Background: an optimization exercise with open tools, aiming at small area. Do not read the settings as production practice.
In this exercise RTL edits were held to simulation tests only and were not proved equivalent to the original.
No driver is modelled on the clock port, so clocking that relies on it looks cheaper here than on a real chip.
Power figures rest on the tool's default switching activity, not on a simulated workload.

**flow/flow/run.sh**
```bash
#!/bin/bash
# Standard layout with three changes: the final ABC mapping of synthesis uses
# an area-oriented script, the port buffers are plain buf_1 cells, and clock
# tree synthesis uses clkbuf_8 buffers without dummy balancing loads.
set -euo pipefail
here=$(pwd)
export FLOW_ABC_SCRIPT=$here/flow/abc_area.script
bash standard.sh "SYNTH_SCRIPT=$here/flow/synth.tcl" \
  "BUFFER_PORTS_ARGS=-buffer_cell sky130_fd_sc_hd__buf_1" \
  "CTS_ARGS=-sink_clustering_enable -repair_clock_nets -dont_use_dummy_load -buf_list sky130_fd_sc_hd__clkbuf_8" \
  finish > standard_flow.log 2>&1
```
**flow/flow/abc_area.script**
```
strash
balance
rewrite
refactor
balance
rewrite
rewrite -z
balance
refactor -z
rewrite -z
balance
dch -f
amap
topo
```
**flow/flow/synth.tcl**
```tcl
# The standard flow's synthesis script (synth_recipe.tcl), with the final ABC mapping
# run with an area-oriented script (flow/abc_area.script).
proc synth {args} { yosys synth -nofsm -noshare {*}$args }
proc abc {args} {
  set i [lsearch -exact $args -script]
  if {$i >= 0} { lset args [expr {$i + 1}] $::env(FLOW_ABC_SCRIPT) }
  yosys abc {*}$args
}
source $::env(SCRIPTS_DIR)/synth.tcl
# left out here: clear keep_hierarchy, flatten, clean up, hide names made inside functions, write 1_2_yosys.v
```
**flow/standard.sh**
```bash
#!/bin/bash
# synth_recipe.tcl (not shown) runs the flow's synth.tcl, then flattens the netlist and writes it again
# the make line also repeats each setting of config.mk as NAME=value (left out here)
make -C /OpenROAD-flow-scripts/flow DESIGN_CONFIG=/design/flow/config.mk WORK_HOME=/design/flow/orfs CLKGATE_MAP_FILE= SYNTH_SCRIPT=/design/flow/synth_recipe.tcl "${@:-finish}"
```
**flow/config.mk**
```make
export PLATFORM = sky130hd
export DESIGN_NAME = as5x47_core
export DESIGN_NICKNAME = as5x47_core
export VERILOG_FILES = /design/flow/design.v
export SDC_FILE = /design/flow/constraint.sdc
export NUM_CORES = 4
export LEC_CHECK = 0
export CAP_MARGIN = 20
export CORE_MARGIN = 2
export CORE_UTILIZATION = 40
export SLEW_MARGIN = 20
export SYNTH_HIERARCHICAL = 1
```
**flow/constraint.sdc**
```tcl
create_clock -name core_clock -period 10.0 [get_ports {clk}]
set_input_delay 2.0000 -clock core_clock [delete_from_list [all_inputs] [get_ports {clk}]]
set_output_delay 2.0000 -clock core_clock [all_outputs]
set_load 0.01 [all_outputs]
```
**flow/design.v**
```verilog
module as5x47_fa (
    input  wire a,
    input  wire b,
    input  wire ci,
    output wire s,
    output wire co
);
    assign s  = a ^ b ^ ci;
    assign co = (a & b) | (a & ci) | (b & ci);
endmodule
module as5x47_ha (
    input  wire a,
    input  wire b,
    output wire s,
    output wire co
);
    assign s  = a ^ b;
    assign co = a & b;
endmodule
module as5x47_ang (
    input  wire [13:0] a,
    output wire [19:0] y
);
    genvar i;
    wire [16:0] a5;
    wire [15:2] c1;
    assign a5[1:0] = a[1:0];
    as5x47_ha u_h2 (.a(a[2]), .b(a[0]), .s(a5[2]), .co(c1[2]));
    generate
        for (i = 3; i < 14; i = i + 1) begin : g_f1
            as5x47_fa u (.a(a[i]), .b(a[i-2]), .ci(c1[i-1]), .s(a5[i]), .co(c1[i]));
        end
        for (i = 14; i < 16; i = i + 1) begin : g_h1
            as5x47_ha u (.a(a[i-2]), .b(c1[i-1]), .s(a5[i]), .co(c1[i]));
        end
    endgenerate
    assign a5[16] = c1[15];
    wire [18:3] c2;
    assign y[2:0] = a5[2:0];
    as5x47_ha u_h3 (.a(a5[3]), .b(a5[0]), .s(y[3]), .co(c2[3]));
    generate
        for (i = 4; i < 17; i = i + 1) begin : g_f2
            as5x47_fa u (.a(a5[i]), .b(a5[i-3]), .ci(c2[i-1]), .s(y[i]), .co(c2[i]));
        end
        for (i = 17; i < 19; i = i + 1) begin : g_h2
            as5x47_ha u (.a(a5[i-3]), .b(c2[i-1]), .s(y[i]), .co(c2[i]));
        end
    endgenerate
    assign y[19] = a5[16] ^ c2[18];
endmodule
module as5x47_core (
    input  wire        clk,
    input  wire        rst,           
    input  wire        req_valid,
    output wire        req_ready,
    input  wire [3:0]  req_op,
    input  wire [15:0] req_a,
    input  wire [15:0] req_b,
    input  wire [9:0]  req_c,
    output reg         rsp_valid,
    output reg  [15:0] rsp_frame,
    output reg  [19:0] rsp_val,
    output reg         rsp_pe,
    output reg         rsp_ef,
    output reg  [1:0]  rsp_err,
    output wire        xfer_req,
    output wire [3:0]  xfer_cs,
    output wire [15:0] xfer_tx,
    input  wire        xfer_ack,
    input  wire [15:0] xfer_rx,
    output wire        bus_own
);
    genvar i;
    reg        busy;
    reg        ph2;
    reg [15:0] tx;
    reg [13:0] nx;
    assign req_ready = ~busy;
    assign bus_own   = busy;
    assign xfer_req  = busy;
    assign xfer_cs   = 4'h5;
    assign xfer_tx   = tx;
    wire [3:0] op  = req_op;
    wire op_rw  = op[3] & ~op[2] & ~op[1];      
    wire op_res = op[3] & (op[2] | op[1]);      
    wire op_0   = (op == 4'd0);
    wire op_1   = (op == 4'd1);
    wire op_2   = (op == 4'd2);
    wire op_3   = (op == 4'd3);
    wire op_4   = (op == 4'd4);
    wire op_5   = (op == 4'd5);
    wire op_6   = (op == 4'd6);
    wire op_7   = (op == 4'd7);
    wire acc    = req_valid & ~busy;
    wire x_end  = busy & xfer_ack;
    wire done   = x_end & ph2;
    wire rd     = tx[14];                       
    wire [3:0] off = req_c[3:0];
    wire [4:0] wid = req_c[8:4];
    wire       bw8 = req_c[9];
    wire [5:0] top = {2'b00, off} + {1'b0, wid};
    wire fld_legal = (wid != 5'd0) && (bw8 ? (top <= 6'd8) : (top <= 6'd16));
    wire [15:0] m;
    wire [15:0] lt;
    generate
        for (i = 0; i < 16; i = i + 1) begin : g_m
            assign lt[i] = top[4] || (top[3:0] > i);
            assign m[i] = (off <= i) && lt[i];
        end
    endgenerate
    wire [15:0] sh_in;
    generate
        for (i = 0; i < 16; i = i + 1) begin : g_in
            assign sh_in[i] = op[1] ? req_b[15 - i] : (req_a[i] & lt[i]);
        end
    endgenerate
    wire [15:0] sh_out = sh_in >> off;
    wire [15:0] fset;
    generate
        for (i = 0; i < 16; i = i + 1) begin : g_set
            if (i < 8)
                assign fset[i] = (op_6 & m[i]) ? sh_out[15 - i] : req_a[i];
            else
                assign fset[i] = (op_6 & m[i]) ? sh_out[15 - i] : (req_a[i] & ~(op_6 & bw8));
        end
    endgenerate
    reg f14;
    always @(*) begin
        case (op)
            4'd2:       f14 = req_b[0];
            4'd3:       f14 = 1'b0;
            4'd8, 4'd9: f14 = ~op[0];
            default:    f14 = fset[14];
        endcase
    end
    wire [15:0] w;
    assign w[14:0] = !busy ? {f14, fset[13:0]} :
                     ph2   ? xfer_rx[14:0] :
                             {rd, nx & {14{~rd}}};
    wire        pw = ~(^w[14:0]);
    assign w[15]   = !busy ? ((op_6 | op_4) ? fset[15] : pw) :
                     ph2   ? xfer_rx[15] : pw;
    wire        w15 = busy ? xfer_rx[15] : req_a[15];
    wire [19:0] ang_val;
    as5x47_ang u_ang (.a(req_a[13:0]), .y(ang_val));
    always @(posedge clk) begin
        if (rst) begin
            busy <= 1'b0;
        end else if (busy) begin
            if (done) busy <= 1'b0;
        end else if (req_valid && op_rw) begin
            busy <= 1'b1;
        end
    end
    always @(posedge clk) begin
        if (rst)       ph2 <= 1'b0;
        else if (busy) ph2 <= ph2 | xfer_ack;
        else           ph2 <= req_valid & ~op_rw;
    end
    always @(*) rsp_valid = ph2 & ~busy;
    always @(posedge clk) begin
        if (!busy || (xfer_ack && !ph2))
            tx <= w;
        if (!busy)
            nx <= req_b[13:0];
    end
    wire rd_done = done & rd;
    always @(posedge clk) begin
        if (rd_done || (acc && (op_0 || op_2 || op_3 || op_4 || (op_6 && fld_legal))))
            rsp_frame <= w;
    end
    always @(posedge clk) begin
        if (rd_done || (acc && op_4))
            rsp_val <= {6'd0, w[13:0]};
        else if (acc && (op_0 || op_1))
            rsp_val <= {19'd0, pw};
        else if (acc && op_5 && fld_legal)
            rsp_val <= {4'd0, sh_out};
        else if (acc && op_7)
            rsp_val <= ang_val;
    end
    always @(posedge clk) begin
        if (rd_done || (acc && (op_1 || op_4)))
            rsp_pe <= w15 ^ pw;
    end
    always @(posedge clk) begin
        if (rd_done || (acc && op_4))
            rsp_ef <= w[14];
    end
    always @(posedge clk) begin
        if (done)
            rsp_err <= 2'd0;
        else if (acc && !op_rw)
            rsp_err <= {(op_5 | op_6) & ~fld_legal, op_res};
    end
endmodule
```
==> flow_summary.ini, run 1 <==
[sta]
fin_skew_ns = 0.0201
slew_headroom_pct = 38.0
setup_viol = 0
rsz0062_at_grt = no
fin_ws_ns = 1.02
fin_crit_ns = 8.98
tns_ns = 0
drv_slew = 0
fmax_ghz = 0.111
tightest_slew_ns = 0.930
fin_crit_sh_pct = 89.8
hold_viol_final = 0

[place]
dp_hpwl_mm = 12.7
portBuffers = 125
preCtsSetupSlack_ns = 0.711
place_congestion = 0.930

[pwr]
cell_internal_pwr_mw = 0.564
leakagePower_nw = 1.90
clkPwrFrac_pct = 20.4
switching_share_pct = 34.6
p_sw_mw = 0.298
comb_power_share_pct = 35.7
irDropWorstVdd_mv = 0.0509
p_per_area_mw_per_mm2 = 153
seq_power_share_pct = 43.9

[global_routing]
grt_use_total_pct = 25.3
globalRouteOverflowTotal = 0
antenna_found_initial = 0
grt_max_degree = 33
grt_first_pass_wirelength_mm = 24.8
grt_pass1_vias = 4494

[final_layout]
layout_common_cells = buf_1, nor2_1, edfxtp_1, nand2_1, clkinv_1
drive_gt1_share_pct = 3.43
area_delta_synth_final_pct = 16.9
diodes = 0
finalNetCount = 745
final_common_cell = buf_1

[worst_hold_path]
hold_class = flop to flop

[setup_path]
critPathKind = primary input to flop
crit_fanout = 4
required_ns = 10.23
critical_path.startpoint_type = primary input
endpoint_kind = flop
crit_arrival_ns = 9.22

[synth]
synth_compound_area_share_pct = 25.4
yosysSeqAreaShare_pct = 42.7
yosysUniqueCellTypes = 38
ys.flop_type = edfxtp_1
synthArstFlopShare_pct = 0
synth_simple_gate_area_share_pct = 13.8
netlist_area_mm2 = 0.00482
ys_warn_count = 7
synth_area_leader_cell = edfxtp_1
avgSynthCellArea_um2 = 9.61
synth_top_cells_by_area = edfxtp_1, fa_1, nor2_1, dfxtp_1, a21oi_1
synth_top_area_share_pct = 38.6
synthCells = 502
synth_edf_count = 62
synth_top_family_by_area = compound AO/OA/AOI/OAI gates
synthAdderAreaFrac_pct = 13.0
yosys_register_bits = 72
synth_xor_area_share_pct = 0.182
synth.area.mux_share_pct = 0

[routing]
wl_per_cell_um = 20.5
avgViaCountPerCell = 6.04
routed_wl_mm = 16.2
dr_total_vias = 4765
ant_nets = 0
post-route-drc-count = 0
first_pass_iters = 6
drt_iter0_drc = 534

[status]
status = no timing/DRC/antenna violations

[clocking]
clock_latency_ns = 0.36
tritoncts = done
clock_path_buffers = 2
ctsHoldBuffers = 0
post_cts_buffers = 0
numCtsBuffers = 9
postCtsResizedCells = 0
cts_num_sinks = 72
cts_root_buffer = clkbuf_8
clk_pin_slew_ns = 0.08
htree_levels = 3

[floorplanning]
dieArea_mm2 = 0.0130
pin_count = 130
coreArea_mm2 = 0.0119
die_width_um = 114
die_h_um = 114
initial_core_util_pct = 40.5
rows = 40

[job]
maxCapViolCount = 0
==> Yosys stat by module, one instance, submodules excluded <==
| module | times used | cells | flip-flops and latches | cell area (µm²) |
|---|---|---|---|---|
| as5x47_ang | 1 | 5 | 0 | 31.3 |
| as5x47_core | 1 | 467 | 72 | 4240 |
| as5x47_fa | 24 | 1 | 0 | 20.0 |
| as5x47_ha | 6 | 1 | 0 | 12.5 |
==> power groups by stage <==
stage / sequential [mW] / clock (mW) / combinational, mW
floorplan: 0.397 / 0 / 0.188
CTS: 0.379 / 0.183 / 0.306
global route: 0.382 / 0.191 / 0.345
detailed placement: 0.386 / 0 / 0.305
global placement: 0.385 / 0 / 0.302
finish: 0.379 / 0.176 / 0.308
==> registers in the layout (all words and copies together), names as in the netlist <==
register	count
rsp_ef	1
rsp_err	2
rsp_pe	1
tx	16
nx	14
ph2	1
busy	1
rsp_val	20
rsp_frame	16
==> critical path, cell delays in order <==
cell,delay (ns)
buf_1,0.14
ha_1,0.23
fa_1,0.38
fa_1,0.39
fa_1,0.40
fa_1,0.52
fa_1,0.46
fa_1,0.42
fa_1,0.40
fa_1,0.39
fa_1,0.39
fa_1,0.39
fa_1,0.39
fa_1,0.39
fa_1,0.40
fa_1,0.39
fa_1,0.38
ha_1,0.19
ha_1,0.20
nor2_1,0.11
a21oi_1,0.05
o22ai_1,0.16
nor2_1,0.05
==> layer usage <==
metal / global-route usage (%) / vias to the layer above / wire length (µm)
met5: 0 / - / 0
met4: 10.4 / 0 / 541
met3: 4.04 / 41 / 1180
met2: 40.4 / 255 / 7500
met1: 34.6 / 2286 / 6960
li1: - / 2183 / -
==> Yosys cell counts (3+ instances only) <==
library cell / number
nor2_1: 83
edfxtp_1: 62
nand2_1: 49
clkinv_1: 43
a21oi_1: 39
fa_1: 25
o22ai_1: 25
o21ai_0: 23
nor3_1: 17
a31oi_1: 10
dfxtp_1: 10
ha_1: 10
buf_4: 9
o32ai_1: 9
a32oi_1: 8
o22a_1: 8
a22oi_1: 6
a32o_1: 6
o211ai_1: 6
a221o_1: 5
a311oi_1: 5
nand3_1: 5
or2_0: 5
a211oi_1: 4
a222oi_1: 4
a221oi_1: 3
o21a_1: 3
o221a_1: 3
o221ai_1: 3
or3_1: 3
==> layout make-up <==
cell class	instances	area, µm²
clock buffers	9	124
fillers	1196	6270
inverters	43	161
multi-input cells	380	2540
flip-flops and latches	72	2060
well taps	147	184
repair buffers	138	567
==> worst paths after layout <==
check	startpoint	endpoint	slack, ns	cells after the start
worst max register to register	ph2$_SDFF_PP0_	rsp_val[0]$_DFFE_PP_	6.39	12
worst min register to register	busy$_SDFF_PP0_	nx[1]$_DFFE_PN_	0.51	1
worst min-delay path	busy$_SDFF_PP0_	nx[1]$_DFFE_PN_	0.51	1
worst max-delay path	req_a[2]	rsp_val[19]$_SDFFE_PP0P_	1.02	23
==> through the flow <==
stage,total power [mW],cells,cell area [µm²],hold slack (ns),utilization [%]
2_1_floorplan,0.585,504,4830,0.510,-
5_1_grt,0.918,789,5640,0.530,47.3
3_3_place_gp,0.688,780,5520,0.488,46.3
4_1_cts,0.868,789,5640,0.515,47.3
3_5_place_dp,0.690,780,5520,0.500,46.3
6_report,0.863,789,5640,0.510,47.3
==> cell families (layout without fill, tap and decap cells) <==
logic type      Yosys count  count (layout)
flops                    72              72
compound gates          176             176
xor+xnor                  1               1
simple gates            164             164
other cells               2               4
fa+ha+maj                35              35
buf+inv                  52             190
==> inputs of run 2 (changes only) <==
--- a/flow/config.mk
+++ b/flow/config.mk
@@ -8,5 +8,5 @@
 export CAP_MARGIN = 20
 export CORE_MARGIN = 2
-export CORE_UTILIZATION = 40
+export CORE_UTILIZATION = 60
 export SLEW_MARGIN = 20
 export SYNTH_HIERARCHICAL = 1
==> run 2 against run 1 <==
Effect of this change: critical path depth did not move; clock skew fell by 0.0048 ns; highest routed layer unchanged; cell count fell by 6.0%.
==> flow_summary.ini, run 2 <==
[setup_path]
crit_path_frequent_cell = fa_1
crit_arrival_ns = 9.41
required_ns = 10.24
critPathKind = primary input to flop
cpPeakStageDelay_ns = 0.57
worst_path_max_delay_cell = fa_1
crit_fanout = 4
endpoint_kind = flop
path_cells = buf_1 -> ha_1 -> fa_1 -> fa_1 -> fa_1 -> fa_1 -> fa_1 -> fa_1 -> fa_1 -> fa_1 -> fa_1 -> fa_1 -> fa_1 -> fa_1 -> fa_1 -> fa_1 -> fa_1 -> ha_1 -> ha_1 -> nor2_1 -> a21oi_1 -> o22ai_1 -> nor2_1
critical_path.startpoint_type = primary input
crit_buf_inv = 1
path_delay_family = adder cells

[synth]
yosysUniqueCellTypes = 38
ys_warn_count = 7
netlist_area_mm2 = 0.00482
synthCells = 502
netlist_top_cells_count = nor2_1, edfxtp_1, nand2_1
ys.flop_type = edfxtp_1
synth_top_cells_by_area = edfxtp_1, fa_1, nor2_1, dfxtp_1, a21oi_1
synthArstFlopShare_pct = 0
yosys_register_bits = 72
synth_top_area_share_pct = 38.6
synth_area_leader_cell = edfxtp_1
post-synth-top-count-cell = nor2_1
yosysSeqAreaShare_pct = 42.7
synth_edf_count = 62
avgSynthCellArea_um2 = 9.61

[global_routing]
grt_max_degree = 34
grt_use_total_pct = 38.6
antenna_found_initial = 0
globalRouteOverflowTotal = 0
grt_first_pass_wirelength_mm = 25.2
grt_pass1_vias = 4697

[pwr]
clkPwrFrac_pct = 20.2
total_power_mw = 0.882
irDropWorstVdd_mv = 0.0709
comb_power_share_pct = 36.7
cell_internal_pwr_mw = 0.566
p_sw_mw = 0.316
switching_share_pct = 35.8
seq_power_share_pct = 43.1
p_per_area_mw_per_mm2 = 158
leakagePower_nw = 1.89

[final_layout]
finalNetCount = 743
final_area_mm2 = 0.00557
stdcell_count = 742
drive_gt1_share_pct = 3.13
final_common_cell = buf_1
area_delta_synth_final_pct = 15.4
largest_reg_flops = 20
diodes = 0
final_util_pct = 71.7
top_regs = rsp_val (20), rsp_frame (16), tx (16)
layout_common_cells = buf_1, nor2_1, edfxtp_1, nand2_1, clkinv_1
regMostFlops = rsp_val

[sta]
tightest_slew_ns = 1.08
rsz0062_at_grt = no
tns_ns = 0
setup_viol = 0
fin_crit_ns = 9.17
fmax_ghz = 0.109
fin_crit_sh_pct = 91.7
fin_ws_ns = 0.825
fin_hold_ws_ns = 0.499
hold_viol_final = 0
fin_skew_ns = 0.0152
slew_headroom_pct = 27.9
drv_slew = 0

[routing]
dr_total_vias = 5066
post-route-drc-count = 0
first_pass_iters = 6
wl_per_cell_um = 22.5
ant_nets = 0
routed_wl_mm = 16.7
avgViaCountPerCell = 6.83
drt_iter0_drc = 531

[status]
status = no timing/DRC/antenna violations

[clocking]
clock_latency_ns = 0.35
clk_pin_slew_ns = 0.07
tritoncts = done
postCtsResizedCells = 0
htree_levels = 3
clock_path_buffers = 2
cts_root_buffer = clkbuf_8
numCtsBuffers = 9
post_cts_buffers = 0
ctsHoldBuffers = 0
cts_num_sinks = 72

[floorplanning]
initial_core_util_pct = 62.1
die_h_um = 93.7
rows = 32
coreArea_mm2 = 0.00777
die_width_um = 93.7
pin_count = 130
dieArea_mm2 = 0.00877

[place]
place_inst = 733
preCtsSetupSlack_ns = 0.586
place_congestion = 1.01
portBuffers = 125
place_area_mm2 = 0.00544
dp_hpwl_mm = 12.7

[worst_hold_path]
hold_class = flop to flop

[job]
maxCapViolCount = 0
[run 2: cell counts after synthesis]
Identical to the previous run, type by type.
[run 2: Yosys stat by module (local to each module, per instance)]
module       copies in the design  area, µm²  flops+latches  cells inside
as5x47_ang                      1       31.3              0             5
as5x47_ha                       6       12.5              0             1
as5x47_fa                      24       20.0              0             1
as5x47_core                     1       4240             72           467
[run 2: final timing paths]
path | startpoint | end | slack (ns) | depth (start not counted)
worst max-delay path | req_a[2] | rsp_val[19]$_SDFFE_PP0P_ | 0.83 | 23
worst min-delay path | rsp_err[1]$_SDFFE_PP0P_ | rsp_err[1]$_SDFFE_PP0P_ | 0.50 | 2
worst max register to register | ph2$_SDFF_PP0_ | rsp_val[0]$_DFFE_PP_ | 6.16 | 13
worst min register to register | rsp_err[1]$_SDFFE_PP0P_ | rsp_err[1]$_SDFFE_PP0P_ | 0.50 | 2
[run 2: tightest hold or removal path, delay by kind of cell, from the launching register on]
| kind | cells | cell delay [ns] |
|---|---|---|
| simple gates | 2 | 0.14 |
| flops | 1 | 0.31 |
[run 2: power groups by stage]
| stage | clock network [mW] | logic (mW) | registers [mW] |
|---|---|---|---|
| 2_1_floorplan | 0 | 0.188 | 0.397 |
| 3_3_place_gp | 0 | 0.297 | 0.385 |
| 3_5_place_dp | 0 | 0.308 | 0.387 |
| 4_1_cts | 0.176 | 0.311 | 0.380 |
| 5_1_grt | 0.188 | 0.347 | 0.382 |
| 6_report | 0.178 | 0.323 | 0.381 |
[run 2: cell families after synthesis]
group,Yosys count,share of synthesized area (%)
compound gates,176,25.4
xor+xnor,1,0.182
fa+ha+maj,35,13.0
buf+inv,52,4.75
flops,72,42.7
other cells,2,0.156
simple gates,164,13.8
[run 2: metal layers]
| metal | track usage [%] | share of wire [%] | vias up |
|---|---|---|---|
| li1 | - | - | 2176 |
| met1 | 49.4 | 34 | 2326 |
| met2 | 61.9 | 46 | 464 |
| met3 | 9.47 | 14 | 100 |
| met4 | 19.0 | 5.7 | 0 |
| met5 | 0 | 0 | - |
[run 2: layout make-up]
class | instances | area, µm²
tap | 102 | 128
fill | 582 | 2200
inverter | 43 | 161
multi-input combinational | 380 | 2540
clock buffer | 9 | 124
timing repair buffer | 136 | 552
sequential | 72 | 2060
==> inputs of run 3 (changes only) <==
==> flow/flow/abc_area.script (replaced) <==
strash
dch -f
amap -F 3 -A 10
topo
==> run 3 against run 2 <==
Effect of this change: cell count decreased by 2.3%; sequential share of layout area up 0.43 points; sequential cell count unchanged; combinational power grew 2%; total power hardly changed; critical endpoint unchanged; largest cell class unchanged; highest routed layer unchanged.
==> flow_summary.ini, run 3 <==
[pwr]
irDropWorstVdd_mv = 0.0801
leakagePower_nw = 1.83
p_per_area_mw_per_mm2 = 160

[routing]
wl_per_cell_um = 23.0
avgViaCountPerCell = 6.97
first_pass_iters = 6
post-route-drc-count = 0
routed_wl_mm = 16.7
drt_iter0_drc = 789
ant_nets = 0
dr_total_vias = 5051

[setup_path]
ff2ff_path_depth = 14
crit_fanout = 4
startpoint = req_a[2]
r2r-start = busy$_SDFF_PP0_
rrSetupSlack_ns = 5.39
endpoint_kind = flop
r2r-end = rsp_frame[15]$_DFFE_PP_
crit_arrival_ns = 9.37
required_ns = 10.24
critical_path.startpoint_type = primary input
critPathKind = primary input to flop

[final_layout]
regMostFlops = rsp_val
multi_input_area_mm2 = 0.00249
final_common_cell = buf_1
finalNetCount = 725
largest_reg_flops = 20
area_delta_synth_final_pct = 14.9
layout_common_cells = buf_1, nor2_1, edfxtp_1, o21ai_0, clkinv_1
drive_gt1_share_pct = 2.57
layout.area.seq_mm2 = 0.00206
top_regs = rsp_val (20), rsp_frame (16), tx (16)
stdcell_count = 725
fillCellCount = 593

[worst_hold_path]
hold_start = rsp_val[16]$_SDFFE_PP0P_
hold_end = rsp_val[16]$_SDFFE_PP0P_
hold_class = flop to flop
min_path_cells = 2

[clocking]
tritoncts = done
cts_root_buffer = clkbuf_8
numCtsBuffers = 9
clock_latency_ns = 0.35
postCtsResizedCells = 0
post_cts_buffers = 0
clk_pin_slew_ns = 0.07
cts_num_sinks = 72
clock_path_buffers = 2
htree_levels = 3
ctsHoldBuffers = 0

[sta]
fin_crit_sh_pct = 91.2
hold_viol_final = 0
setup_viol = 0
tns_ns = 0
tightest_slew_ns = 1.13
fmax_ghz = 0.110
slew_headroom_pct = 24.5
fin_skew_ns = 0.0230
fin_crit_ns = 9.12
rsz0062_at_grt = no
drv_slew = 0

[synth]
synthCells = 488
yosys_register_bits = 72
ys_warn_count = 7
netlist_area_mm2 = 0.00479
synth_edf_count = 62
synth_top_cells_by_area = edfxtp_1, fa_1, o21ai_0, nor2_1, dfxtp_1
yosysSeqAreaShare_pct = 43.1
netlist_top_cells_count = edfxtp_1, nor2_1, o21ai_0
yosysUniqueCellTypes = 34
ys.flop_type = edfxtp_1
synth_top_area_share_pct = 38.9
avgSynthCellArea_um2 = 9.81
synthArstFlopShare_pct = 0
synth_area_leader_cell = edfxtp_1

[global_routing]
grt_pass1_vias = 4744
grt_max_degree = 29
antenna_found_initial = 1
globalRouteOverflowTotal = 0
grt_use_total_pct = 38.8
grt_first_pass_wirelength_mm = 25.2

[floorplanning]
rows = 32
pin_count = 130
initial_core_util_pct = 62.0
coreArea_mm2 = 0.00773
dieArea_mm2 = 0.00871
die_width_um = 93.3
die_h_um = 93.3

[place]
portBuffers = 125
place_congestion = 1.08
place_inst = 715
dp_hpwl_mm = 13.0

[status]
status = no timing/DRC/antenna violations

[job]
maxCapViolCount = 0
## run 3: layer usage
metal | routed length (µm) | vias up | global-route usage [%]
met5 | 0 | - | 0
met4 | 1210 | 0 | 21.0
met3 | 2440 | 128 | 11.6
met2 | 7470 | 526 | 60.5
met1 | 5590 | 2251 | 48.7
li1 | - | 2146 | -
## run 3: kinds of logic after synthesis
logic type                 share of synthesized area (%)
AOI/OAI and AO/OA                                   27.9
xor gates and xnor gates                           0.549
adders and majority gates                           13.1
buffers and inverters                               5.02
DFF                                                 43.1
other                                              0.157
and+or+nand+nor                                     10.3
## run 3: layout make-up
class | count | area share [%]
multi-input cells | 363 | 45.3
clock buffers | 9 | 2.25
repair buffers | 132 | 9.48
well taps | 102 | 2.32
diodes | 1 | 0.0455
inverters | 46 | 3.14
flip-flops and latches | 72 | 37.5
## run 3: power breakdown
part	internal (mW)	total, mW	switching [mW]
logic	0.117	0.328	0.211
clock network	0.0803	0.177	0.0965
registers	0.367	0.378	0.0115
## run 3: modules after synthesis, one instance, submodules excluded
module,area [µm²],cells inside,times used,flops+latches
as5x47_ha,12.5,1,6,0
as5x47_ang,31.3,5,1,0
as5x47_core,4200,453,1,72
as5x47_fa,20.0,1,24,0
## run 3: worst max-delay path, stage by stage
cell and delay [ns]:
buf_1 0.15, ha_1 0.26, fa_1 0.40, fa_1 0.39
fa_1 0.53, fa_1 0.46, fa_1 0.39, fa_1 0.40
fa_1 0.42, fa_1 0.41, fa_1 0.40, fa_1 0.42
fa_1 0.41, fa_1 0.39, fa_1 0.40, fa_1 0.40
fa_1 0.38, ha_1 0.20, ha_1 0.20, nor2_1 0.11
a21oi_1 0.05, a22oi_1 0.14, nor2_1 0.05
## run 3: how the worst max path moves through the flow
stage,to
6_report,rsp_val[19]$_SDFFE_PP0P_
5_1_grt,rsp_val[19]$_SDFFE_PP0P_
4_1_cts,rsp_val[19]$_SDFFE_PP0P_
3_5_place_dp,rsp_val[19]$_SDFFE_PP0P_
3_3_place_gp,rsp_val[19]$_SDFFE_PP0P_
2_1_floorplan,rsp_val[19]$_SDFFE_PP0P_
## run 3: through the flow
step	power (mW)	util (%)	hold slack (ns)	instance area [µm²]	setup WS, ns
final	0.882	71.2	0.531	5500	0.877
after CTS	0.866	71.2	0.527	5500	0.943
after global routing	0.919	71.2	0.561	5500	0.728
after detailed placement	0.695	69.6	0.506	5380	0.570
after global placement	0.686	69.6	0.495	5380	0.908
after floorplan	0.580	-	0.522	4800	1.16
==> inputs of run 4 (changes only) <==
--- a/flow/config.mk
+++ b/flow/config.mk
@@ -6,7 +6,7 @@
 export NUM_CORES = 4
 export LEC_CHECK = 0
-export CAP_MARGIN = 20
+export CAP_MARGIN = 0
 export CORE_MARGIN = 2
 export CORE_UTILIZATION = 60
-export SLEW_MARGIN = 20
+export SLEW_MARGIN = 0
 export SYNTH_HIERARCHICAL = 1
==> run 4 against run 3 <==
Effect of this change: fmax unchanged; combinational power about the same; non-clock buffer count unchanged; utilization unchanged; synthesized cell count unchanged; sequential share of layout area unchanged; total power unchanged; first-iteration DRC count unchanged; largest power group unchanged.
==> flow_summary.ini, run 4 <==
[routing]
avgViaCountPerCell = 6.97
dr_total_vias = 5051
first_pass_iters = 6
post-route-drc-count = 0
drt_iter0_drc = 789
ant_nets = 0
wl_per_cell_um = 23.0
routed_wl_mm = 16.7

[worst_hold_path]
hold_class = flop to flop
hold_start = rsp_val[16]$_SDFFE_PP0P_
min_path_cells = 2
hold_end = rsp_val[16]$_SDFFE_PP0P_

[sta]
slew_headroom_pct = 24.5
fin_skew_ns = 0.0230
fmax_ghz = 0.110
fin_crit_sh_pct = 91.2
tightest_slew_ns = 1.13
tns_ns = 0
drv_slew = 0
fin_crit_ns = 9.12
rsz0062_at_grt = no
setup_viol = 0
hold_viol_final = 0

[global_routing]
grt_use_total_pct = 38.8
grt_pass1_vias = 4744
antenna_found_initial = 1
grt_max_degree = 29
globalRouteOverflowTotal = 0
grt_first_pass_wirelength_mm = 25.2

[status]
status = no timing/DRC/antenna violations

[clocking]
ctsHoldBuffers = 0
tritoncts = done
post_cts_buffers = 0
cts_root_buffer = clkbuf_8
cts_num_sinks = 72
postCtsResizedCells = 0
clk_pin_slew_ns = 0.07
clock_latency_ns = 0.35
htree_levels = 3
clock_path_buffers = 2
numCtsBuffers = 9

[floorplanning]
die_h_um = 93.3
coreArea_mm2 = 0.00773
rows = 32
dieArea_mm2 = 0.00871
initial_core_util_pct = 62.0
pin_count = 130
die_width_um = 93.3

[final_layout]
drive_gt1_share_pct = 2.57
largest_reg_flops = 20
layout_common_cells = buf_1, nor2_1, edfxtp_1, o21ai_0, clkinv_1
finalNetCount = 725
final_common_cell = buf_1
area_delta_synth_final_pct = 14.9
regMostFlops = rsp_val
top_regs = rsp_val (20), rsp_frame (16), tx (16)

[setup_path]
cpPeakStageDelay_ns = 0.53
worst_path_max_delay_cell = fa_1
ff2ff_path_depth = 14
r2r-end = rsp_frame[15]$_DFFE_PP_
r2r-start = busy$_SDFF_PP0_
crit_fanout = 4
required_ns = 10.24
crit_path_frequent_cell = fa_1
endpoint_kind = flop
path_cells = buf_1 -> ha_1 -> fa_1 -> fa_1 -> fa_1 -> fa_1 -> fa_1 -> fa_1 -> fa_1 -> fa_1 -> fa_1 -> fa_1 -> fa_1 -> fa_1 -> fa_1 -> fa_1 -> fa_1 -> ha_1 -> ha_1 -> nor2_1 -> a21oi_1 -> a22oi_1 -> nor2_1
crit_arrival_ns = 9.37
rrSetupSlack_ns = 5.39
critPathKind = primary input to flop
critical_path.startpoint_type = primary input

[synth]
ys_warn_count = 7
synth_compound_area_share_pct = 27.9
netlist_area_mm2 = 0.00479
synthAdderAreaFrac_pct = 13.1
ys.flop_type = edfxtp_1
yosys_register_bits = 72
synth_simple_gate_area_share_pct = 10.3
synth_edf_count = 62
synthArstFlopShare_pct = 0
yosysUniqueCellTypes = 34
avgSynthCellArea_um2 = 9.81
synth_top_cells_by_area = edfxtp_1, fa_1, o21ai_0, nor2_1, dfxtp_1
synth.area.mux_share_pct = 0
synth_top_area_share_pct = 38.9
synth_top_family_by_area = compound AO/OA/AOI/OAI gates
yosysSeqAreaShare_pct = 43.1
synth_xor_area_share_pct = 0.549
synthCells = 488
netlist_top_cells_count = edfxtp_1, nor2_1, o21ai_0
synth_area_leader_cell = edfxtp_1

[pwr]
total_power_mw = 0.882
p_per_area_mw_per_mm2 = 160
leakagePower_nw = 1.83
irDropWorstVdd_mv = 0.0801

[place]
portBuffers = 125
place_congestion = 1.08
dp_hpwl_mm = 13.0

[job]
maxCapViolCount = 0
[run 4: cell counts in the layout (fill, tap and decap cells not counted)]
Identical to the previous run, type by type.
[run 4: worst max-delay path, delay by kind of cell]
| family | cells | cell delay, ns |
|---|---|---|
| buffers and inverters | 1 | 0.15 |
| and+or+nand+nor | 2 | 0.16 |
| AOI/OAI and AO/OA | 2 | 0.19 |
| adders and majority gates | 18 | 6.86 |
[run 4: Yosys stat by module, one instance, submodules excluded]
| module | flops+latches | cells | copies in the design |
|---|---|---|---|
| as5x47_fa | 0 | 1 | 24 |
| as5x47_ha | 0 | 1 | 6 |
| as5x47_ang | 0 | 5 | 1 |
| as5x47_core | 72 | 453 | 1 |
[run 4: power breakdown]
| group | switching (mW) | internal (mW) | leakage, nW |
|---|---|---|---|
| Sequential | 0.0115 | 0.367 | 0.693 |
| Clock | 0.0965 | 0.0803 | 0.0647 |
| Combinational | 0.211 | 0.117 | 1.07 |
| Total | 0.319 | 0.564 | 1.83 |
[run 4: logic make-up after synthesis]
logic type,Yosys count
AO/OA/AOI/OAI,200
XOR/XNOR,3
adder cells (fa/ha/maj),35
buffers and inverters,55
flip-flops,72
other,2
AND/OR/NAND/NOR,121
[run 4: final cells by class]
cell class / count / area [µm²]
Inverter: 46 / 173
Clock buffer: 9 / 124
Sequential cell: 72 / 2060
Timing Repair Buffer: 132 / 522
Fill cell: 593 / 2220
Multi-Input combinational cell: 363 / 2490
Tap cell: 102 / 128
Antenna cell: 1 / 2.50
[run 4: metrics by stage]
stage | util [%] | cell area, µm² | hold WS, ns | worst slack (ns) | cells
after global routing | 71.2 | 5500 | 0.561 | 0.728 | 725
after detailed placement | 69.6 | 5380 | 0.506 | 0.570 | 715
after floorplan | - | 4800 | 0.522 | 1.16 | 490
after global placement | 69.6 | 5380 | 0.495 | 0.908 | 715
after CTS | 71.2 | 5500 | 0.527 | 0.943 | 724
final | 71.2 | 5500 | 0.531 | 0.877 | 725
[run 4: layer usage]
layer / up-vias / GRT usage, % / routed length [µm] / share of wire [%]
met1: 2251 / 48.7 / 5590 / 33
met2: 526 / 60.5 / 7470 / 45
met3: 128 / 11.6 / 2440 / 15
met4: 0 / 21.0 / 1210 / 7.2
met5: - / 0 / 0 / 0
li1: 2146 / - / - / -
[run 4: worst max-delay path by stage]
stage             start  cells after the start                        to  slack (ns)
2_1_floorplan  req_a[2]                     22  rsp_val[19]$_SDFFE_PP0P_        1.16
3_3_place_gp   req_a[2]                     23  rsp_val[19]$_SDFFE_PP0P_        0.91
3_5_place_dp   req_a[2]                     23  rsp_val[19]$_SDFFE_PP0P_        0.57
4_1_cts        req_a[2]                     23  rsp_val[19]$_SDFFE_PP0P_        0.94
5_1_grt        req_a[2]                     23  rsp_val[19]$_SDFFE_PP0P_        0.73
6_report       req_a[2]                     23  rsp_val[19]$_SDFFE_PP0P_        0.88
==> inputs of run 5 (changes only) <==
--- a/flow/config.mk
+++ b/flow/config.mk
@@ -6,7 +6,7 @@
 export NUM_CORES = 4
 export LEC_CHECK = 0
-export CAP_MARGIN = 0
+export CAP_MARGIN = 20
 export CORE_MARGIN = 2
-export CORE_UTILIZATION = 60
-export SLEW_MARGIN = 0
+export CORE_UTILIZATION = 50
+export SLEW_MARGIN = 20
 export SYNTH_HIERARCHICAL = 1
==> run 5 against run 4 <==
Effect of this change: cell count increased by 3.4%; clock power about the same; sequential power about the same; wire length decreased by 1.1%; non-clock buffer count decreased by 1; clock skew decreased by 0.0056 ns; register-to-register slack got worse by 0.34 ns; synthesized cell count unchanged; fmax decreased by 0.45%; utilization decreased by 12 points; combinational power decreased by 3%; worst hold slack got worse by 0.0084 ns.
==> flow_summary.ini, run 5 <==
[setup_path]
crit_buf_inv = 1
critical_path.startpoint_type = primary input
worst_path_max_delay_cell = fa_1
crit_path_frequent_cell = fa_1
path_cells = buf_1 -> ha_1 -> fa_1 -> fa_1 -> fa_1 -> fa_1 -> fa_1 -> fa_1 -> fa_1 -> fa_1 -> fa_1 -> fa_1 -> fa_1 -> fa_1 -> fa_1 -> fa_1 -> fa_1 -> ha_1 -> ha_1 -> nor2_1 -> a21oi_1 -> a22oi_1 -> nor2_1
required_ns = 10.22
endpoint_kind = flop
cpPeakStageDelay_ns = 0.51
crit_fanout = 5
critPathKind = primary input to flop
crit_arrival_ns = 9.39
path_delay_family = adder cells

[floorplanning]
coreArea_mm2 = 0.00928
die_h_um = 102
die_width_um = 102
dieArea_mm2 = 0.0104
pin_count = 130
initial_core_util_pct = 51.6
rows = 35

[global_routing]
antenna_found_initial = 0
grt_pass1_vias = 4371
grt_use_total_pct = 31.9
grt_first_pass_wirelength_mm = 24.6
globalRouteOverflowTotal = 0
grt_max_degree = 36

[routing]
dr_total_vias = 4722
wl_per_cell_um = 22.0
post-route-drc-count = 0
drt_iter0_drc = 446
avgViaCountPerCell = 6.30
routed_wl_mm = 16.5
first_pass_iters = 7
ant_nets = 0

[pwr]
leakagePower_nw = 1.83
irDropWorstVdd_mv = 0.0748
seq_power_share_pct = 43.2
cell_internal_pwr_mw = 0.563
clkPwrFrac_pct = 20.3
switching_share_pct = 35.6
p_per_area_mw_per_mm2 = 158
comb_power_share_pct = 36.5
p_sw_mw = 0.312
total_power_mw = 0.875

[sta]
fmax_ghz = 0.109
fin_crit_ns = 9.16
rsz0062_at_grt = no
tns_ns = 0
hold_viol_final = 0
tightest_slew_ns = 1.04
fin_skew_ns = 0.0175
setup_viol = 0
fin_hold_ws_ns = 0.522
slew_headroom_pct = 30.6
drv_slew = 0
fin_crit_sh_pct = 91.6
fin_ws_ns = 0.835

[clocking]
tritoncts = done
post_cts_buffers = 0
postCtsResizedCells = 0
cts_num_sinks = 72
cts_root_buffer = clkbuf_8
ctsHoldBuffers = 0
clock_latency_ns = 0.34
clk_pin_slew_ns = 0.06
clock_path_buffers = 2
numCtsBuffers = 9
htree_levels = 3

[final_layout]
final_util_pct = 59.5
stdcell_count = 750
drive_gt1_share_pct = 2.42
final_common_cell = buf_1
fillCellCount = 840
finalNetCount = 724
largest_reg_flops = 20
final_area_mm2 = 0.00553
top_regs = rsp_val (20), rsp_frame (16), tx (16)
diodes = 0
regMostFlops = rsp_val
area_delta_synth_final_pct = 15.4
layout_common_cells = buf_1, nor2_1, edfxtp_1, o21ai_0, clkinv_1

[synth]
yosysSeqAreaShare_pct = 43.1
yosysUniqueCellTypes = 34
netlist_top_cells_count = edfxtp_1, nor2_1, o21ai_0
synth_top_cells_by_area = edfxtp_1, fa_1, o21ai_0, nor2_1, dfxtp_1
netlist_area_mm2 = 0.00479
ys.flop_type = edfxtp_1
synthArstFlopShare_pct = 0
yosys_register_bits = 72
synth_area_leader_cell = edfxtp_1
synth_top_area_share_pct = 38.9
synth_edf_count = 62
synthCells = 488
ys_warn_count = 7
avgSynthCellArea_um2 = 9.81

[place]
portBuffers = 125
preCtsSetupSlack_ns = 0.534
dp_hpwl_mm = 13.1
place_congestion = 1.00
place_inst = 741
place_area_mm2 = 0.00540

[worst_hold_path]
hold_class = flop to flop

[status]
status = no timing/DRC/antenna violations

[job]
maxCapViolCount = 0
-- run 5: cell families (layout without fill, tap and decap cells) --
kind of cell    count (synthesis)  in the layout  synth area share, %
simple gates                  121            121                 10.3
other cells                     2              4                0.157
buf+inv                        55            186                 5.02
compound gates                200            200                 27.9
flops                          72             72                 43.1
fa+ha+maj                      35             35                 13.1
xor+xnor                        3              3                0.549
-- run 5: layer usage --
layer | GRT usage, % | part of all wire, % | vias to the layer above
li1 | - | - | 2146
met1 | 43.4 | 41 | 2238
met2 | 52.0 | 47 | 291
met3 | 5.47 | 9.1 | 47
met4 | 11.4 | 3.2 | 0
met5 | 0 | 0 | -
-- run 5: final timing paths --
path | start | cells past startpoint | to | slack (ns)
hold reg to reg | rsp_val[16]$_SDFFE_PP0P_ | 2 | rsp_val[16]$_SDFFE_PP0P_ | 0.52
setup / recovery | req_a[0] | 23 | rsp_val[19]$_SDFFE_PP0P_ | 0.84
hold / removal | rsp_val[16]$_SDFFE_PP0P_ | 2 | rsp_val[16]$_SDFFE_PP0P_ | 0.52
setup reg to reg | busy$_SDFF_PP0_ | 11 | rsp_frame[15]$_DFFE_PP_ | 5.05
-- run 5: worst min-delay path, stage by stage (launching register included) --
cell     delay [ns]
dfxtp_1        0.33
a22oi_1        0.08
nor2_1         0.07
-- run 5: power groups by stage --
stage / Combinational, mW / Sequential (mW) / Clock [mW]
6_report: 0.319 / 0.378 / 0.178
5_1_grt: 0.352 / 0.381 / 0.186
4_1_cts: 0.313 / 0.378 / 0.179
3_5_place_dp: 0.312 / 0.384 / 0
3_3_place_gp: 0.306 / 0.383 / 0
2_1_floorplan: 0.185 / 0.395 / 0
-- run 5: layout make-up --
type	count	area (µm²)	area share [%]
multi-input cells	363	2490	45.1
flip-flops and latches	72	2060	37.3
repair buffers	131	514	9.30
inverters	46	173	3.12
well taps	129	161	2.92
clock buffers	9	124	2.24
-- run 5: modules after synthesis (local to each module, per instance) --
module	flip-flops and latches	cells
as5x47_core	72	453
as5x47_ang	0	5
as5x47_fa	0	1
as5x47_ha	0	1
==> inputs of run 6 (changes only) <==
==> flow/flow/run.sh (replaced) <==
#!/bin/bash
# Standard layout with these changes: the final ABC mapping of synthesis uses
# an area-oriented script, the port buffers are plain buf_1 cells, clock tree
# synthesis uses clkbuf_8 buffers without dummy balancing loads, and after it
# each clock buffer whose flip-flops keep a low clock slew is downsized to
# clkbuf_4 (flow/clkdown.tcl).
set -euo pipefail
here=$(pwd)
export FLOW_ABC_SCRIPT=$here/flow/abc_area.script
args=("SYNTH_SCRIPT=$here/flow/synth.tcl"
  "BUFFER_PORTS_ARGS=-buffer_cell sky130_fd_sc_hd__buf_1"
  "CTS_ARGS=-sink_clustering_enable -repair_clock_nets -dont_use_dummy_load -buf_list sky130_fd_sc_hd__clkbuf_8")
bash standard.sh "${args[@]}" cts > standard_flow.log 2>&1
export RES_DIR=$here/orfs/results/sky130hd/as5x47_core/base
openroad -no_init -exit flow/clkdown.tcl > clkdown.log 2>&1
bash standard.sh "${args[@]}" finish > standard_flow_finish.log 2>&1
==> flow/flow/clkdown.tcl (new file) <==
set plat $::env(FLOW_HOME)/platforms/sky130hd
set res $::env(RES_DIR)
read_liberty $plat/lib/sky130_fd_sc_hd__tt_025C_1v80.lib
read_db $res/4_cts.odb
read_sdc $res/4_cts.sdc
source $plat/setRC.tcl
set_propagated_clock [all_clocks]
estimate_parasitics -placement
proc maxslew {} {
  set ms 0
  foreach p [get_pins -hierarchical */CLK] {
    set s [get_property $p slew_max]
    if {$s > $ms} { set ms $s }
  }
  return $ms
}
puts "clock slew before: [maxslew]"
foreach inst [get_cells clkbuf_*] {
  set n [get_property $inst name]
  if {[get_property $inst ref_name] ne "sky130_fd_sc_hd__clkbuf_8"} { continue }
  replace_cell $inst sky130_fd_sc_hd__clkbuf_4
  estimate_parasitics -placement
  set s [maxslew]
  if {$s > 0.095} {
    replace_cell $inst sky130_fd_sc_hd__clkbuf_8
    estimate_parasitics -placement
    puts "keep clkbuf_8 $n ($s)"
  } else {
    puts "clkbuf_4 $n ($s)"
  }
}
puts "clock slew after: [maxslew]"
detailed_placement
check_placement
report_worst_slack -max
report_worst_slack -min
write_db $res/4_cts.odb
==> run 6 against run 5 <==
Effect of this change: combinational power about the same; worst hold slack better by 0.0047 ns; synthesized cell count unchanged; critical endpoint unchanged.
==> flow_summary.ini, run 6 <==
[status]
status = no timing/DRC/antenna violations

[setup_path]
crit_fanout = 5
critical_path.startpoint_type = primary input
critPathKind = primary input to flop
required_ns = 10.31
crit_arrival_ns = 9.37
endpoint_kind = flop

[floorplanning]
dieArea_mm2 = 0.0104
coreArea_mm2 = 0.00928
die_width_um = 102
rows = 35
pin_count = 130
initial_core_util_pct = 51.6
die_h_um = 102

[synth]
yosys_register_bits = 72
avgSynthCellArea_um2 = 9.81
synth_top_area_share_pct = 38.9
synth_area_leader_cell = edfxtp_1
yosysUniqueCellTypes = 34
synth_top_cells_by_area = edfxtp_1, fa_1, o21ai_0, nor2_1, dfxtp_1
synthArstFlopShare_pct = 0
yosysSeqAreaShare_pct = 43.1
ys.flop_type = edfxtp_1
netlist_top_cells_count = edfxtp_1, nor2_1, o21ai_0
ys_warn_count = 7
synthCells = 488
netlist_area_mm2 = 0.00479
synth_edf_count = 62

[global_routing]
grt_first_pass_wirelength_mm = 24.6
grt_pass1_vias = 4376
grt_use_total_pct = 32.0
globalRouteOverflowTotal = 0
grt_max_degree = 36
antenna_found_initial = 0

[sta]
fmax_ghz = 0.110
slew_headroom_pct = 30.0
fin_crit_ns = 9.06
drv_slew = 0
tns_ns = 0
rsz0062_at_grt = no
hold_viol_final = 0
setup_viol = 0
tightest_slew_ns = 1.05
fin_crit_sh_pct = 90.6
fin_skew_ns = 0.0334

[routing]
post-route-drc-count = 0
drt_iter0_drc = 485
routed_wl_mm = 16.5
wl_per_cell_um = 22.0
ant_nets = 0
avgViaCountPerCell = 6.30
first_pass_iters = 5
dr_total_vias = 4722

[final_layout]
stdcell_count = 750
largest_reg_flops = 20
diodes = 0
finalNetCount = 724
drive_gt1_share_pct = 2.42
final_common_cell = buf_1
area_delta_synth_final_pct = 14.9
layout_common_cells = buf_1, nor2_1, edfxtp_1, o21ai_0, clkinv_1
final_util_pct = 59.3
top_regs = rsp_val (20), rsp_frame (16), tx (16)
regMostFlops = rsp_val
final_area_mm2 = 0.00550

[clocking]
clk_pin_slew_ns = 0.09
clock_latency_ns = 0.42
ctsHoldBuffers = 0
numCtsBuffers = 9
cts_num_sinks = 72
htree_levels = 3
cts_root_buffer = clkbuf_8
clock_path_buffers = 2
postCtsResizedCells = 0
post_cts_buffers = 0
tritoncts = done

[place]
place_area_mm2 = 0.00540
place_inst = 741
place_congestion = 1.00
dp_hpwl_mm = 13.1
portBuffers = 125

[pwr]
p_per_area_mw_per_mm2 = 156
switching_share_pct = 36.3
cell_internal_pwr_mw = 0.546
p_sw_mw = 0.310
comb_power_share_pct = 37.4
leakagePower_nw = 1.82
seq_power_share_pct = 44.1
irDropWorstVdd_mv = 0.0754
clkPwrFrac_pct = 18.5

[worst_hold_path]
hold_class = flop to flop

[job]
maxCapViolCount = 0
==> run 6: cell counts after synthesis <==
Identical to the previous run, type by type.
==> run 6: final timing paths <==
check                           start                  endpoint  slack, ns  cells past startpoint
max                          req_a[0]  rsp_val[19]$_SDFFE_PP0P_       0.94                     23
min          rsp_val[16]$_SDFFE_PP0P_  rsp_val[16]$_SDFFE_PP0P_       0.53                      2
max reg2reg           busy$_SDFF_PP0_   rsp_frame[15]$_DFFE_PP_       5.03                     11
min reg2reg  rsp_val[16]$_SDFFE_PP0P_  rsp_val[16]$_SDFFE_PP0P_       0.53                      2
==> run 6: cells by family after synthesis <==
kind of cell / count (synthesis) / synth area share [%]
AO/OA/AOI/OAI: 200 / 27.9
AND/OR/NAND/NOR: 121 / 10.3
flip-flops: 72 / 43.1
buffers and inverters: 55 / 5.02
adder cells (fa/ha/maj): 35 / 13.1
XOR/XNOR: 3 / 0.549
other: 2 / 0.157
==> run 6: worst max-delay path, stage by stage <==
cell,delay [ns]
buf_1,0.18
ha_1,0.26
fa_1,0.39
fa_1,0.51
fa_1,0.48
fa_1,0.41
fa_1,0.41
fa_1,0.41
fa_1,0.40
fa_1,0.39
fa_1,0.40
fa_1,0.39
fa_1,0.41
fa_1,0.42
fa_1,0.41
fa_1,0.39
fa_1,0.39
ha_1,0.19
ha_1,0.19
nor2_1,0.10
a21oi_1,0.05
a22oi_1,0.13
nor2_1,0.05
==> run 6: power groups by stage <==
stage          Combinational [mW]  Clock, mW  Sequential [mW]
6_report                    0.320      0.159            0.378
3_3_place_gp                0.306          0            0.383
4_1_cts                     0.313      0.179            0.378
5_1_grt                     0.352      0.167            0.381
2_1_floorplan               0.185          0            0.395
3_5_place_dp                0.312          0            0.384
==> run 6: metrics by stage <==
| step | worst slack (ns) | total power [mW] | hold slack, ns |
|---|---|---|---|
| global route | 0.664 | 0.900 | 0.550 |
| CTS | 0.869 | 0.870 | 0.524 |
| finish | 0.944 | 0.856 | 0.527 |
| global placement | 0.877 | 0.689 | 0.493 |
| detailed placement | 0.534 | 0.696 | 0.510 |
| floorplan | 1.16 | 0.580 | 0.522 |
==> run 6: routing by layer <==
| metal | up-vias | track usage, % | routed length [µm] |
|---|---|---|---|
| met5 | - | 0 | 0 |
| met4 | 0 | 11.4 | 465 |
| met3 | 36 | 5.54 | 1330 |
| met2 | 269 | 52.0 | 7830 |
| met1 | 2263 | 43.4 | 6850 |
| li1 | 2154 | - | - |
==> run 6: area by class of cell <==
| class | instances | area, µm² |
|---|---|---|
| Tap cell | 129 | 161 |
| Inverter | 46 | 173 |
| Sequential cell | 72 | 2060 |
| Timing Repair Buffer | 131 | 514 |
| Clock buffer | 9 | 98.8 |
| Multi-Input combinational cell | 363 | 2490 |
| Fill cell | 846 | 3780 |
==> run 6: modules after synthesis (local to each module, per instance) <==
module / copies in the design / cells / cell area, µm²
as5x47_fa: 24 / 1 / 20.0
as5x47_ha: 6 / 1 / 12.5
as5x47_core: 1 / 453 / 4200
as5x47_ang: 1 / 5 / 31.3
==> inputs of run 7 (changes only) <==
--- a/flow/config.mk
+++ b/flow/config.mk
@@ -8,5 +8,5 @@
 export CAP_MARGIN = 20
 export CORE_MARGIN = 2
-export CORE_UTILIZATION = 50
+export CORE_UTILIZATION = 60
 export SLEW_MARGIN = 20
 export SYNTH_HIERARCHICAL = 1
==> run 7 against run 6 <==
Effect of this change: critical path type unchanged; first-iteration DRC count grew 88%; largest power group unchanged; still clean on timing, DRC and antenna; largest cell class unchanged; utilization grew 11 points; register-to-register slack gained 0.34 ns; via count grew 7.8%.
==> flow_summary.ini, run 7 <==
[final_layout]
fillCellCount = 600
area_delta_synth_final_pct = 14.2
largest_reg_flops = 20
finalNetCount = 725
final_common_cell = buf_1
top_regs = rsp_val (20), rsp_frame (16), tx (16)
regMostFlops = rsp_val
layout_common_cells = buf_1, nor2_1, edfxtp_1, o21ai_0, clkinv_1
drive_gt1_share_pct = 2.57
final_util_pct = 70.7

[synth]
yosys_register_bits = 72
synth_top_family_by_area = compound AO/OA/AOI/OAI gates
yosysSeqAreaShare_pct = 43.1
synthCells = 488
synth_area_leader_cell = edfxtp_1
synthArstFlopShare_pct = 0
synthAdderAreaFrac_pct = 13.1
synth_edf_count = 62
ys.flop_type = edfxtp_1
netlist_top_cells_count = edfxtp_1, nor2_1, o21ai_0
synth_xor_area_share_pct = 0.549
synth_compound_area_share_pct = 27.9
yosysUniqueCellTypes = 34
ys_warn_count = 7
synth.area.mux_share_pct = 0
avgSynthCellArea_um2 = 9.81
synth_simple_gate_area_share_pct = 10.3
synth_top_area_share_pct = 38.9
synth_top_cells_by_area = edfxtp_1, fa_1, o21ai_0, nor2_1, dfxtp_1
netlist_area_mm2 = 0.00479

[sta]
fmax_ghz = 0.110
setup_viol = 0
fin_crit_sh_pct = 90.6
drv_slew = 0
rsz0062_at_grt = no
hold_viol_final = 0
fin_skew_ns = 0.0157
tightest_slew_ns = 1.12
tns_ns = 0
slew_headroom_pct = 25.2
fin_crit_ns = 9.06
fin_ws_ns = 0.943

[job]
maxCapViolCount = 0

[routing]
dr_total_vias = 5092
first_pass_iters = 10
wl_per_cell_um = 23.1
avgViaCountPerCell = 7.02
drt_iter0_drc = 913
routed_wl_mm = 16.8
post-route-drc-count = 0
ant_nets = 0

[clocking]
cts_root_buffer = clkbuf_8
htree_levels = 3
postCtsResizedCells = 0
clk_pin_slew_ns = 0.07
cts_num_sinks = 72
post_cts_buffers = 0
clock_path_buffers = 2
numCtsBuffers = 9
clock_latency_ns = 0.42
tritoncts = done
ctsHoldBuffers = 0

[pwr]
irDropWorstVdd_mv = 0.0799
leakagePower_nw = 1.81
p_per_area_mw_per_mm2 = 156

[worst_hold_path]
min_path_cells = 2
hold_class = flop to flop

[floorplanning]
coreArea_mm2 = 0.00773
initial_core_util_pct = 62.0
die_h_um = 93.3
die_width_um = 93.3
dieArea_mm2 = 0.00871
rows = 32
pin_count = 130

[setup_path]
path_delay_family = adder cells
crit_fanout = 4
ff2ff_path_depth = 14
critical_path.startpoint_type = primary input
cp.depth = 23
crit_buf_inv = 1
critPathKind = primary input to flop
crit_arrival_ns = 9.35
cpPeakStageDelay_ns = 0.53
endpoint_kind = flop
path_cells = buf_1 -> ha_1 -> fa_1 -> fa_1 -> fa_1 -> fa_1 -> fa_1 -> fa_1 -> fa_1 -> fa_1 -> fa_1 -> fa_1 -> fa_1 -> fa_1 -> fa_1 -> fa_1 -> fa_1 -> ha_1 -> ha_1 -> nor2_1 -> a21oi_1 -> a22oi_1 -> nor2_1
required_ns = 10.30
worst_path_max_delay_cell = fa_1
crit_path_frequent_cell = fa_1

[place]
place_congestion = 1.08
portBuffers = 125
preCtsSetupSlack_ns = 0.570
dp_hpwl_mm = 13.0

[status]
status = no timing/DRC/antenna violations

[global_routing]
grt_use_total_pct = 38.9
globalRouteOverflowTotal = 0
grt_pass1_vias = 4751
grt_max_degree = 29
grt_first_pass_wirelength_mm = 25.3
antenna_found_initial = 1
-- run 7: cell counts after synthesis --
No cell type changed its count.
-- run 7: per-layer routing --
| layer | wire length (µm) | vias to the layer above | track usage [%] |
|---|---|---|---|
| met5 | 0 | - | 0 |
| met4 | 1130 | 0 | 21.0 |
| met3 | 2420 | 121 | 11.6 |
| met2 | 7550 | 540 | 60.6 |
| met1 | 5660 | 2277 | 48.7 |
| li1 | - | 2154 | - |
-- run 7: final timing paths --
kind                             from                       end  slack (ns)
max reg2reg           busy$_SDFF_PP0_          tx[15]$_DFFE_PP_        5.37
max                          req_a[2]  rsp_val[19]$_SDFFE_PP0P_        0.94
min          rsp_val[16]$_SDFFE_PP0P_  rsp_val[16]$_SDFFE_PP0P_        0.53
min reg2reg  rsp_val[16]$_SDFFE_PP0P_  rsp_val[16]$_SDFFE_PP0P_        0.53
-- run 7: final cells by class --
class                   count  area, µm²  area share [%]
multi-input cells         363       2490            45.6
flip-flops and latches     72       2060            37.7
repair buffers            132        522            9.54
inverters                  46        173            3.16
well taps                 102        128            2.33
clock buffers               9       86.3            1.58
diodes                      1       2.50          0.0458
-- run 7: logic make-up (layout without fill, tap and decap cells) --
kind of cell,Yosys count,in the layout
flops,72,72
fa+ha+maj,35,35
xor+xnor,3,3
other cells,2,5
compound gates,200,200
buf+inv,55,187
simple gates,121,121
-- run 7: metrics by stage --
step	hold WS (ns)	instances	instance area, µm²	total power, mW
3_5_place_dp	0.506	715	5380	0.695
3_3_place_gp	0.495	715	5380	0.686
6_report	0.527	725	5470	0.852
5_1_grt	0.561	725	5470	0.891
4_1_cts	0.527	724	5500	0.866
2_1_floorplan	0.522	490	4800	0.580
-- run 7: power breakdown --
group,internal [mW],switching [mW]
combinational,0.117,0.211
sequential,0.366,0.0115
clock,0.0545,0.0926
-- run 7: Yosys stat by module (local to each module, per instance) --
module       copies in the design  flops+latches  cell area, µm²
as5x47_fa                      24              0            20.0
as5x47_ang                      1              0            31.3
as5x47_core                     1             72            4200
as5x47_ha                       6              0            12.5
-- run 7: worst min-delay path, delay by kind of cell, from the launching register on --
| kind | cells | cell delay, ns |
|---|---|---|
| flip-flops | 1 | 0.34 |
| AO/OA/AOI/OAI | 1 | 0.08 |
| AND/OR/NAND/NOR | 1 | 0.08 |
==> inputs of run 8 (changes only) <==
--- a/flow/flow/run.sh
+++ b/flow/flow/run.sh
@@ -4,5 +4,6 @@
 # synthesis uses clkbuf_8 buffers without dummy balancing loads, and after it
 # each clock buffer whose flip-flops keep a low clock slew is downsized to
-# clkbuf_4 (flow/clkdown.tcl).
+# clkbuf_4, and the repair buffers placement added are downsized where the
+# slew and load limits allow (flow/clkdown.tcl).
 set -euo pipefail
 here=$(pwd)
--- a/flow/flow/clkdown.tcl
+++ b/flow/flow/clkdown.tcl
@@ -31,4 +31,35 @@
 }
 puts "clock slew after: [maxslew]"
+
+# Then the buffers that placement's repair added (place*): try buf_1, then
+# buf_2, keeping a smaller cell only where every max-slew and max-capacitance
+# check keeps at least the margin it had (20% of the limit at most) and setup
+# slack stays comfortable.
+proc margins {} {
+  return [list [sta::max_slew_check_slack_limit] [sta::max_capacitance_check_slack_limit]]
+}
+lassign [margins] s0 c0
+set smin [expr {min(0.2, $s0)}]
+set cmin [expr {min(0.2, $c0)}]
+puts "slew margin $s0, capacitance margin $c0, setup slack [sta::worst_slack_cmd max]"
+foreach inst [get_cells place*] {
+  set n [get_property $inst name]
+  set orig [get_property $inst ref_name]
+  if {![string match sky130_fd_sc_hd__buf_* $orig]} { continue }
+  set kept $orig
+  foreach c {sky130_fd_sc_hd__buf_1 sky130_fd_sc_hd__buf_2} {
+    if {$c eq $orig} { break }
+    replace_cell $inst $c
+    estimate_parasitics -placement
+    lassign [margins] s1 c1
+    set ws [sta::worst_slack_cmd max]
+    if {$s1 >= $smin && $c1 >= $cmin && $ws > 0.4e-9} { set kept $c; break }
+    replace_cell $inst $orig
+    estimate_parasitics -placement
+  }
+  puts "$n: $orig -> $kept"
+}
+lassign [margins] s1 c1
+puts "slew margin $s1, capacitance margin $c1, setup slack [sta::worst_slack_cmd max]"
 detailed_placement
 check_placement
==> run 8 against run 7 <==
Effect of this change: sequential power barely moved; fmax barely moved; largest cell class unchanged; global-route usage did not move; count of clock-buffer cells in the layout did not move; sequential share of layout area rose by 0.17 points; worst hold slack barely moved; setup slack improved by 0.0053 ns; still clean; register-to-register slack got worse by 0.05 ns; via count barely moved; first-iteration DRC count fell by 15%; highest routed layer unchanged.
==> flow_summary.ini, run 8 <==
[status]
status = no timing/DRC/antenna violations

[synth]
synth_edf_count = 62
synth_top_area_share_pct = 38.9
synth_top_cells_by_area = edfxtp_1, fa_1, o21ai_0, nor2_1, dfxtp_1
synthArstFlopShare_pct = 0
netlist_area_mm2 = 0.00479
yosysUniqueCellTypes = 34
yosys_register_bits = 72
ys_warn_count = 7
ys.flop_type = edfxtp_1
netlist_top_cells_count = edfxtp_1, nor2_1, o21ai_0
synthCells = 488
avgSynthCellArea_um2 = 9.81
yosysSeqAreaShare_pct = 43.1
synth_area_leader_cell = edfxtp_1

[job]
maxCapViolCount = 0

[setup_path]
critical_path.startpoint_type = primary input
path_delay_family = adder cells
crit_path_frequent_cell = fa_1
r2r-start = busy$_SDFF_PP0_
ff2ff_path_depth = 14
path_cells = buf_1 -> ha_1 -> fa_1 -> fa_1 -> fa_1 -> fa_1 -> fa_1 -> fa_1 -> fa_1 -> fa_1 -> fa_1 -> fa_1 -> fa_1 -> fa_1 -> fa_1 -> fa_1 -> fa_1 -> ha_1 -> ha_1 -> nor2_1 -> a21oi_1 -> a22oi_1 -> nor2_1
rrSetupSlack_ns = 5.32
cpPeakStageDelay_ns = 0.53
cp.depth = 23
critPathKind = primary input to flop
crit_fanout = 4
r2r-end = tx[15]$_DFFE_PP_
worst_path_max_delay_cell = fa_1
crit_buf_inv = 1
startpoint = req_a[2]
required_ns = 10.29
crit_end = rsp_val[19]$_SDFFE_PP0P_
crit_arrival_ns = 9.35
endpoint_kind = flop

[routing]
routed_wl_mm = 16.8
first_pass_iters = 7
drt_iter0_drc = 776
ant_nets = 0
dr_total_vias = 5096
wl_per_cell_um = 23.1
avgViaCountPerCell = 7.03
post-route-drc-count = 0

[sta]
setup_viol = 0
fin_crit_sh_pct = 90.5
rsz0062_at_grt = no
tightest_slew_ns = 1.12
hold_viol_final = 0
fmax_ghz = 0.110
drv_slew = 0
fin_crit_ns = 9.05
slew_headroom_pct = 24.8
tns_ns = 0
fin_skew_ns = 0.0176

[clocking]
postCtsResizedCells = 0
htree_levels = 3
clk_pin_slew_ns = 0.07
ctsHoldBuffers = 0
cts_num_sinks = 72
tritoncts = done
numCtsBuffers = 9
clock_latency_ns = 0.42
post_cts_buffers = 0
clock_path_buffers = 2
cts_root_buffer = clkbuf_8

[place]
dp_hpwl_mm = 13.0
place_congestion = 1.08
portBuffers = 125

[final_layout]
drive_gt1_share_pct = 1.61
multi_input_area_mm2 = 0.00249
final_common_cell = buf_1
layout.area.seq_mm2 = 0.00206
top_regs = rsp_val (20), rsp_frame (16), tx (16)
area_delta_synth_final_pct = 13.6
finalNetCount = 725
final_util_pct = 70.4
largest_reg_flops = 20
layout_common_cells = buf_1, nor2_1, edfxtp_1, o21ai_0, clkinv_1
fillCellCount = 611
regMostFlops = rsp_val

[floorplanning]
die_width_um = 93.3
dieArea_mm2 = 0.00871
die_h_um = 93.3
coreArea_mm2 = 0.00773
pin_count = 130
initial_core_util_pct = 62.0
rows = 32

[pwr]
leakagePower_nw = 1.79
irDropWorstVdd_mv = 0.0800
p_per_area_mw_per_mm2 = 156

[global_routing]
antenna_found_initial = 1
grt_first_pass_wirelength_mm = 25.3
globalRouteOverflowTotal = 0
grt_use_total_pct = 38.9
grt_pass1_vias = 4751
grt_max_degree = 29

[worst_hold_path]
hold_class = flop to flop
min_path_cells = 2
## run 8: cell counts after synthesis
Identical to the previous run, type by type.
## run 8: routing by layer
metal | routed length [µm] | GRT usage (%) | part of all wire [%] | vias up
met4 | 1170 | 21.0 | 7.0 | 0
met2 | 7540 | 60.6 | 45 | 548
li1 | - | - | - | 2144
met3 | 2490 | 11.6 | 15 | 136
met1 | 5570 | 48.7 | 33 | 2268
met5 | 0 | 0 | 0 | -
## run 8: how the worst min path moves through the flow
stage                             start                       end  slack [ns]
4_1_cts        rsp_val[16]$_SDFFE_PP0P_  rsp_val[16]$_SDFFE_PP0P_        0.53
2_1_floorplan  rsp_val[15]$_SDFFE_PP0P_  rsp_val[15]$_SDFFE_PP0P_        0.52
6_report       rsp_val[16]$_SDFFE_PP0P_  rsp_val[16]$_SDFFE_PP0P_        0.53
5_1_grt        rsp_val[16]$_SDFFE_PP0P_  rsp_val[16]$_SDFFE_PP0P_        0.56
3_3_place_gp   rsp_val[18]$_SDFFE_PP0P_  rsp_val[18]$_SDFFE_PP0P_        0.50
3_5_place_dp   rsp_val[16]$_SDFFE_PP0P_  rsp_val[16]$_SDFFE_PP0P_        0.51
## run 8: worst min-delay path, stage by stage (launching register included)
cell,delay (ns)
dfxtp_1,0.34
a22oi_1,0.08
nor2_1,0.08
## run 8: report_power, final
group | internal (mW) | leakage [nW] | switching, mW | total (mW)
logic | 0.116 | 1.05 | 0.211 | 0.326
registers | 0.366 | 0.693 | 0.0114 | 0.378
clock network | 0.0545 | 0.0492 | 0.0921 | 0.147
total | 0.537 | 1.79 | 0.314 | 0.851
## run 8: modules after synthesis (local to each module, per instance)
module       times used  area [µm²]  cells inside  flops+latches
as5x47_core           1        4200           453             72
as5x47_ang            1        31.3             5              0
as5x47_ha             6        12.5             1              0
as5x47_fa            24        20.0             1              0
## run 8: final cells by class
cell class | instances | share of cell area (%)
Antenna cell | 1 | 0.0460
Clock buffer | 9 | 1.59
Inverter | 46 | 3.17
Multi-Input combinational cell | 363 | 45.8
Sequential cell | 72 | 37.9
Tap cell | 102 | 2.35
Timing Repair Buffer | 132 | 9.13
## run 8: logic make-up (layout without fill, tap and decap cells)
group           count (synthesis)  after routing  share of synthesized area, %
other cells                     2              5                         0.157
buf+inv                        55            187                          5.02
flops                          72             72                          43.1
xor+xnor                        3              3                         0.549
fa+ha+maj                      35             35                          13.1
compound gates                200            200                          27.9
simple gates                  121            121                          10.3
## run 8: metrics by stage
stage               instance area [µm²]  total power [mW]  hold WS [ns]  setup WS, ns  cells
CTS                                5500             0.866         0.527         0.943    724
global placement                   5380             0.686         0.495         0.908    715
detailed placement                 5380             0.695         0.506         0.570    715
floorplan                          4800             0.580         0.522          1.16    490
finish                             5440             0.851         0.527         0.949    725
global route                       5440             0.890         0.561         0.782    725

Check on run 8: ideal ports give 0.949 ns setup slack; a clkbuf_16 on the clock port and buf_2 on the inputs give 0.960 ns; moving port delays by the midpoint clock arrival (0.438 ns) as well gives 0.523 ns.
